This design comes from an exercise in tuning for small area, a short achievable clock period and few clock cycles on the open sky130 flow, not from production work.
Function was checked by simulation only, so behaviour that the tests miss may differ from the original.
Power is estimated from default activity; no workload was simulated.

==> run Y: inputs <==
Design aurora_core, start of the top module:
module aurora_core (
    input  wire        clk,
    input  wire        rst,           
    output reg         mem_valid,
    output reg         mem_we,
    output reg         mem_wsize,     
    output reg  [26:0] mem_addr,
    output wire [31:0] mem_wdata,
    input  wire        mem_ready,
    input  wire [15:0] mem_rdata,
    output wire        halted,
    output wire [1:0]  fault_kind,
    output wire [31:0] fault_info,
    output wire [31:0] fault_pc,
    output wire [31:0] pc_out,
    output wire [31:0] psw_out,
    output wire [31:0] cycles_out,
    input  wire [4:0]  dbg_idx,
    output wire [31:0] dbg_rdata
);
Settings: LEC_CHECK=0, CAP_MARGIN=20, CORE_MARGIN=2, CORE_UTILIZATION=35, PLACE_DENSITY=0.6, SETUP_SLACK_MARGIN=5.0, SLEW_MARGIN=20, SYNTH_HIERARCHICAL=1; clock period 9.0 ns.
run.sh (not shown) runs the stock make flow with config.mk's settings and CLKGATE_MAP_FILE= SYNTH_SCRIPT=/design/flow/synth_recipe.tcl, a recipe that flattens the netlist after the stock synthesis.
==> inputs of run M, as changes to run Y <==
==> flow/design.v (replaced) <==
module aurora_core (
    input  wire        clk,
    input  wire        rst,           
    output reg         mem_valid,
    output reg         mem_we,
    output reg         mem_wsize,     
    output reg  [26:0] mem_addr,
    output wire [31:0] mem_wdata,
    input  wire        mem_ready,
    input  wire [15:0] mem_rdata,
    output wire        halted,
    output wire [1:0]  fault_kind,
    output wire [31:0] fault_info,
    output wire [31:0] fault_pc,
    output wire [31:0] pc_out,
    output wire [31:0] psw_out,
    output wire [31:0] cycles_out,
    input  wire [4:0]  dbg_idx,
    output wire [31:0] dbg_rdata
);
    localparam [5:0] OP_SUB   = 6'b000010;
    localparam [5:0] OP_JMP   = 6'b000110;
    localparam [5:0] OP_MOV   = 6'b010000;
    localparam [5:0] OP_MOVEA = 6'b101000;
    localparam [5:0] OP_MOVHI = 6'b101111;
    localparam [5:0] OP_STB   = 6'b110100;
    localparam [5:0] OP_OUTW  = 6'b111111;
    localparam [1:0] F_DECODE   = 2'd0;
    localparam [1:0] F_UNMAP_RD = 2'd1;
    localparam [1:0] F_UNMAP_WR = 2'd2;
    localparam [1:0] F_RO_WR    = 2'd3;
    localparam [3:0] P_F = 4'b0001;
    localparam [3:0] P_X = 4'b0010;
    localparam [3:0] P_W = 4'b0100;
    localparam [3:0] P_H = 4'b1000;
    localparam [31:0] RESET_VECTOR = 32'hFFFFFFF0;
    function is_rom;
        input [26:0] a;
        is_rom = (a[26:24] == 3'b111);               
    endfunction
    function is_rw;
        input [26:0] a;
        is_rw = (a[26:16] == 11'h500);               
    endfunction
    function [6:0] decode;
        input [5:0] op;
        decode = {op == OP_OUTW, op == OP_STB, op == OP_MOVHI, op == OP_MOVEA,
                  op == OP_MOV, op == OP_JMP, op == OP_SUB};
    endfunction
    function [31:1] onehot;
        input [4:0] idx;
        integer k;
        for (k = 1; k < 32; k = k + 1)
            onehot[k] = (idx == k);
    endfunction
    reg [31:0] regs [1:31];
    reg [31:0] pc;             
    reg        flag_z, flag_s, flag_ov, flag_cy;
    reg [31:0] cycles;
    reg [3:0]  ph;
    reg        hlt;
    reg [15:0] ir;
    reg [6:0]  ird;            
    reg [31:0] opr;            
    reg        opr_ok;         
    reg [4:0]  ridx_q;         
    reg [31:0] rd_q;           
    reg [1:0]  fkind;
    reg [1:0]  foff;           
    reg [31:0] fpc;            
    reg        e_we;           
    reg [4:0]  e_dst;
    reg        e_mov;          
    reg        e_sub;          
    wire [5:0] opcode = ir[15:10];
    wire [4:0] reg1   = ir[4:0];
    wire [4:0] reg2   = ir[9:5];
    wire op_sub   = ird[0];
    wire op_jmp   = ird[1];
    wire op_mov   = ird[2];
    wire op_movea = ird[3];
    wire op_movhi = ird[4];
    wire op_stb   = ird[5];
    wire op_outw  = ird[6];
    wire op_long  = op_movea | op_movhi | op_stb | op_outw;
    wire op_store = op_stb | op_outw;
    wire op_valid = op_sub | op_mov | op_long | op_jmp;
    wire in_f = ph[0];
    wire in_x = ph[1];
    wire in_w = ph[2];
    wire in_h = ph[3];
    wire [31:0] imm5_sx = {{27{ir[4]}}, ir[4:0]};
    wire       f_jmp = (mem_rdata[15:10] == OP_JMP);
    wire [31:0] e_b      = e_sub ? ~opr : opr;
    wire [32:0] e_full   = {1'b0, rd_q} + {1'b0, e_b} + {32'd0, e_sub};
    wire [31:0] e_res    = e_mov ? rd_q : e_full[31:0];
    wire        rd_fetch = in_f | (in_x & op_mov);
    wire        rd_early = rd_fetch | in_h;
    wire [4:0]  rd_eidx  = in_h ? dbg_idx : mem_rdata[4:0];
    wire [4:0]  rd_idx   = ({5{rd_fetch}} & mem_rdata[4:0]) |
                           ({5{in_h}} & dbg_idx) |
                           ({5{!rd_early}} & ridx_q);
    wire [31:0] rp;
    wire [991:0] regs_flat;
    genvar gr;
    generate
        for (gr = 1; gr < 32; gr = gr + 1) begin : g_flat
            assign regs_flat[(gr-1)*32 +: 32] = regs[gr];
        end
    endgenerate
    aurora_rf_read u_rd (.r(regs_flat), .sel(onehot(rd_idx)), .rp(rp));
    wire        fwd_x  = in_x & op_mov & (reg2 == rd_eidx) & (reg2 != 5'd0);
    wire        fwd_e  = e_we & (e_dst == rd_idx);
    assign dbg_rdata = rd_q;
    assign mem_wdata = rd_q;
    wire [31:0] ea      = opr + {{16{mem_rdata[15]}}, mem_rdata};
    wire [26:0] st_addr = op_outw ? {opr[26:2], 2'b00} : opr[26:0];
    wire        st_rw   = is_rw(st_addr);
    wire [26:0] fetch_addr = {pc[26:1], 1'b0};
    wire        fetch_ok   = is_rom(fetch_addr) | is_rw(fetch_addr);
    wire [31:0] pc_dec  = pc - {29'd0, foff, 1'b0};
    always @(posedge clk)
        fpc <= pc_dec;
    wire x_stall = (op_sub | op_store) & !opr_ok;
    wire x_go    = op_valid & !x_stall;
    wire x_fetch = x_go & (op_mov | op_sub | op_long);
    always @(*) begin
        mem_valid = 1'b0;
        mem_we    = 1'b0;
        mem_wsize = 1'b0;
        mem_addr  = fetch_addr;
        if (in_f)
            mem_valid = fetch_ok;
        if (in_x)
            mem_valid = fetch_ok & x_fetch;
        if (in_w) begin
            mem_valid = st_rw;
            mem_we    = 1'b1;
            mem_wsize = op_outw;
            mem_addr  = st_addr;
        end
    end
    wire [31:0] wr_d   = rst ? 32'd0 : e_res;
    wire [31:1] wr_sel = onehot(e_dst);
    genvar gi;
    generate
        for (gi = 1; gi < 32; gi = gi + 1) begin : g_reg
            always @(posedge clk)
                if (rst | (e_we & wr_sel[gi]))
                    regs[gi] <= wr_d;
        end
    endgenerate
    reg        rsel_en;
    reg  [4:0] rsel_idx;
    always @(*) begin
        rsel_en  = 1'b0;
        rsel_idx = mem_rdata[9:5];
        if (in_f)
            rsel_en = 1'b1;
        if (in_x) begin
            if (x_stall | op_long) begin
                rsel_en  = 1'b1;
                rsel_idx = reg2;
            end else if (op_mov | op_sub) begin
                rsel_en  = 1'b1;
                rsel_idx = op_mov ? mem_rdata[9:5] : mem_rdata[4:0];
            end
        end
    end
    always @(posedge clk)
        if (rsel_en)
            ridx_q <= rsel_idx;
    always @(posedge clk) begin
        if (rst) begin
            e_we    <= 1'b0;
            e_sub   <= 1'b0;
            flag_z  <= 1'b0;
            flag_s  <= 1'b0;
            flag_ov <= 1'b0;
            flag_cy <= 1'b0;
        end else begin
            if (e_sub) begin
                flag_z  <= (e_res == 32'd0);
                flag_s  <= e_res[31];
                flag_ov <= (rd_q[31] ^ opr[31]) & (rd_q[31] ^ e_res[31]);
                flag_cy <= ~e_full[32];
            end
            e_dst <= reg2;
            e_mov <= op_mov;
            if (in_x & x_go & (op_mov | op_sub)) begin
                e_we  <= (reg2 != 5'd0);
                e_sub <= op_sub;
            end else if (in_x & x_go & (op_movea | op_movhi) & fetch_ok & mem_ready) begin
                e_we  <= (reg2 != 5'd0);
                e_sub <= 1'b0;
            end else begin
                e_we  <= 1'b0;
                e_sub <= 1'b0;
            end
        end
    end
    wire        fwd      = fwd_x | fwd_e;
    wire [31:0] rv_alt   = fwd_x ? imm5_sx : e_res;
    wire        f_take   = fetch_ok & mem_ready;
    wire        b_dec    = in_x & !op_valid;
    wire        b_stall  = in_x & x_stall;
    wire        b_jmp    = in_x & op_jmp;
    wire        b_ms     = in_x & (op_mov | (op_sub & !x_stall));
    wire        b_long   = in_x & op_long & !x_stall;
    wire [31:0] immx     = op_movhi ? {mem_rdata, 16'h0000} :
                                      {{16{mem_rdata[15]}}, mem_rdata};
    wire        opr_rv   = !rst & ((in_f & f_take & !f_jmp) | b_stall |
                                   (b_ms & op_mov & f_take) |
                                   (b_long & fetch_ok & !mem_ready & !opr_ok));
    wire [31:0] opr_oth  = (!rst & b_dec) ? {16'h0000, ir} :
                           (!rst & b_long & f_take) ? (op_store ? ea : immx) : opr;
    wire        rdq_rv   = !rst & ((b_ms & op_sub) |
                                   (b_long & f_take & (op_store | !opr_ok)) | in_h);
    wire [31:0] rdq_oth  = (!rst & b_ms & op_mov) ? imm5_sx :
                           (!rst & b_long & f_take & !op_store) ? opr : rd_q;
    wire        pc_rv    = !rst & ((in_f & f_take & f_jmp) | (b_jmp & !opr_ok));
    wire [31:0] pc_oth   = rst ? RESET_VECTOR :
                           ((in_f & f_take & !f_jmp) | ((b_ms | b_long) & f_take)) ? pc + 32'd2 :
                           (b_jmp & opr_ok) ? opr :
                           (in_h & !hlt & (fkind == F_DECODE)) ? pc_dec : pc;
    always @(posedge clk) begin
        opr  <= (opr_rv & !fwd) ? rp : opr_rv ? rv_alt : opr_oth;
        rd_q <= (rdq_rv & !fwd) ? rp : rdq_rv ? rv_alt : rdq_oth;
        pc   <= (pc_rv & !fwd) ? rp : pc_rv ? rv_alt : pc_oth;
    end
    always @(posedge clk) begin
        if (rst) begin
            ph      <= P_F;
            hlt     <= 1'b0;
            cycles  <= 32'd0;
        end else begin
            case (1'b1)
                in_f: begin
                    if (!fetch_ok) begin
                        fkind <= F_UNMAP_RD;
                        foff  <= 2'd0;
                        ph    <= P_H;
                    end else if (mem_ready) begin
                        if (f_jmp) begin
                            cycles <= cycles + 32'd3;
                        end else begin
                            ir     <= mem_rdata;
                            ird    <= decode(mem_rdata[15:10]);
                            opr_ok <= 1'b1;
                            ph     <= P_X;
                        end
                    end
                end
                in_x: begin
                    if (!op_valid) begin
                        fkind <= F_DECODE;
                        foff  <= 2'd1;
                        ph    <= P_H;
                    end else if (x_stall) begin
                        opr_ok <= 1'b1;
                    end else if (op_jmp) begin
                        cycles <= cycles + 32'd3;
                        ph     <= P_F;
                    end else if (op_mov | op_sub) begin
                        cycles <= cycles + 32'd1;
                        if (!fetch_ok) begin
                            fkind <= F_UNMAP_RD;
                            foff  <= 2'd0;
                            ph    <= P_H;
                        end else if (mem_ready) begin
                            ir     <= mem_rdata;
                            ird    <= decode(mem_rdata[15:10]);
                            opr_ok <= op_mov;
                        end else begin
                            ph <= P_F;
                        end
                    end else begin
                        if (!fetch_ok) begin
                            fkind <= F_UNMAP_RD;
                            foff  <= 2'd1;
                            ph    <= P_H;
                        end else if (mem_ready) begin
                            if (op_store) begin
                                ph   <= P_W;
                            end else begin
                                cycles <= cycles + 32'd1;
                                ph     <= P_F;
                            end
                        end else if (!opr_ok) begin
                            opr_ok <= 1'b1;
                        end
                    end
                end
                in_w: begin
                    if (!st_rw) begin
                        fkind <= is_rom(st_addr) ? F_RO_WR : F_UNMAP_WR;
                        foff  <= 2'd2;
                        ph    <= P_H;
                    end else if (mem_ready) begin
                        cycles <= cycles + 32'd1;
                        ph     <= P_F;
                    end
                end
                default: begin
                    hlt  <= 1'b1;
                    if (!hlt && fkind == F_DECODE) begin
                        foff <= 2'd0;
                    end
                end
            endcase
        end
    end
    assign halted     = hlt;
    assign fault_kind = fkind;
    assign fault_info = (fkind == F_UNMAP_RD) ? pc : opr;
    assign fault_pc   = fpc;
    assign pc_out     = pc;
    assign cycles_out = cycles;
    assign psw_out = {16'h0000, 1'b1, 11'b0, flag_cy, flag_ov, flag_s, flag_z};
endmodule
module aurora_rf_read (
    input  wire [991:0] r,
    input  wire [31:1]  sel,
    output reg  [31:0]  rp
);
    integer i;
    always @(*) begin
        rp = 32'd0;
        for (i = 1; i < 32; i = i + 1)
            rp = rp | (r[(i-1)*32 +: 32] & {32{sel[i]}});
    end
endmodule
--- a/flow/config.mk
+++ b/flow/config.mk
@@ -5,10 +5,11 @@
 export SDC_FILE = /design/flow/constraint.sdc
 export NUM_CORES = 4
 export LEC_CHECK = 0
 export CAP_MARGIN = 20
 export CORE_MARGIN = 2
 export CORE_UTILIZATION = 35
+export CTS_BUF_LIST = sky130_fd_sc_hd__clkbuf_8
 export PLACE_DENSITY = 0.6
-export SETUP_SLACK_MARGIN = 5.0
+export SETUP_SLACK_MARGIN = 4.5
 export SLEW_MARGIN = 20
 export SYNTH_HIERARCHICAL = 1
==> comparison table <==
quantity                                                                         run Y           run M
Outcome                                                                 finished clean  finished clean
Number of different library cells in the post-synthesis netlist                    104              95
Fraction of final layout cells with drive strength greater than 1               25.59%          17.79%
Worst Hold Endpoint                                                             fpc[0]         flag_cy
Post-Synth Adder-Cell Area                                                      1.822%          1.754%
R2R setup slack                                                                4190 ps         4580 ps
Amount of wire on met3 after detailed routing                                 20.00 mm        20.04 mm
Cell-internal power                                                          0.01672 W      0.009711 W
FF+latch area                                                             34,790 sq um    35,350 sq um
Transition time at the pin with the least slew margin                          1096 ps         1120 ps
Via count of the first global-routing pass                                      38,790          36,120
Number of core rows                                                                144             143
Number of non-clock buffers in the layout                                          655             466
Sw frac                                                                         39.52%          28.95%
Synth Area per Inst                                                        12.88 sq um     13.46 sq um
Skew final                                                                    46.17 ps        70.36 ps
Power group with the largest share                                 combinational cells       registers
Layout area overhead                                                            28.03%          19.76%
Worst path most repeated cell                                                   mux2_4           buf_6
Die span in x                                                                 397.2 um        393.9 um
Worst slew margin relative to its limit                                         26.90%          25.31%
Proportion of cell area occupied by registers                                   50.21%          55.48%
Share of final layout cell area taken by non-clock buffers                      9.975%          7.089%
Number of sinks driven by the clock tree                                         1,193           1,202
Testbench counts of run Y, summed over its fixed seeds: cycles 57,737.
Testbench counts of run M, summed over its fixed seeds: cycles 57,737.

-- afterwards: timing with drivers on the ports --
How much do the figures lean on ideal ports? The routed layouts below were timed once more, with nothing changed but the port constraints.
Step 1 assumes that a clkbuf_16 drives the clock port and a buf_2 every other input.
Step 2, shift: input delay + t, output delay - t, t = (earliest + latest rising clock arrival at the registers) / 2. This alone moves slack from input paths to output paths.
Three values: ideal, step 1, step 2; two values: the first two.
run | t (ns) | setup slack, ns | worst setup path at the end | worst register clock-pin slew, ns | pins driven straight from the clock port
run Y | 0.839 | 4.163 / 4.165 / 3.326 | input to register | 0.07 / 0.07 | 1
run M | 1.010 | 4.456 / 4.371 / 3.555 | input to register | 0.07 / 0.07 | 1
After both steps setup and hold are still met in every run listed. For run M, which loses most, drivers alone change the setup slack by -0.085 ns; drivers and shift together by -0.901 ns.
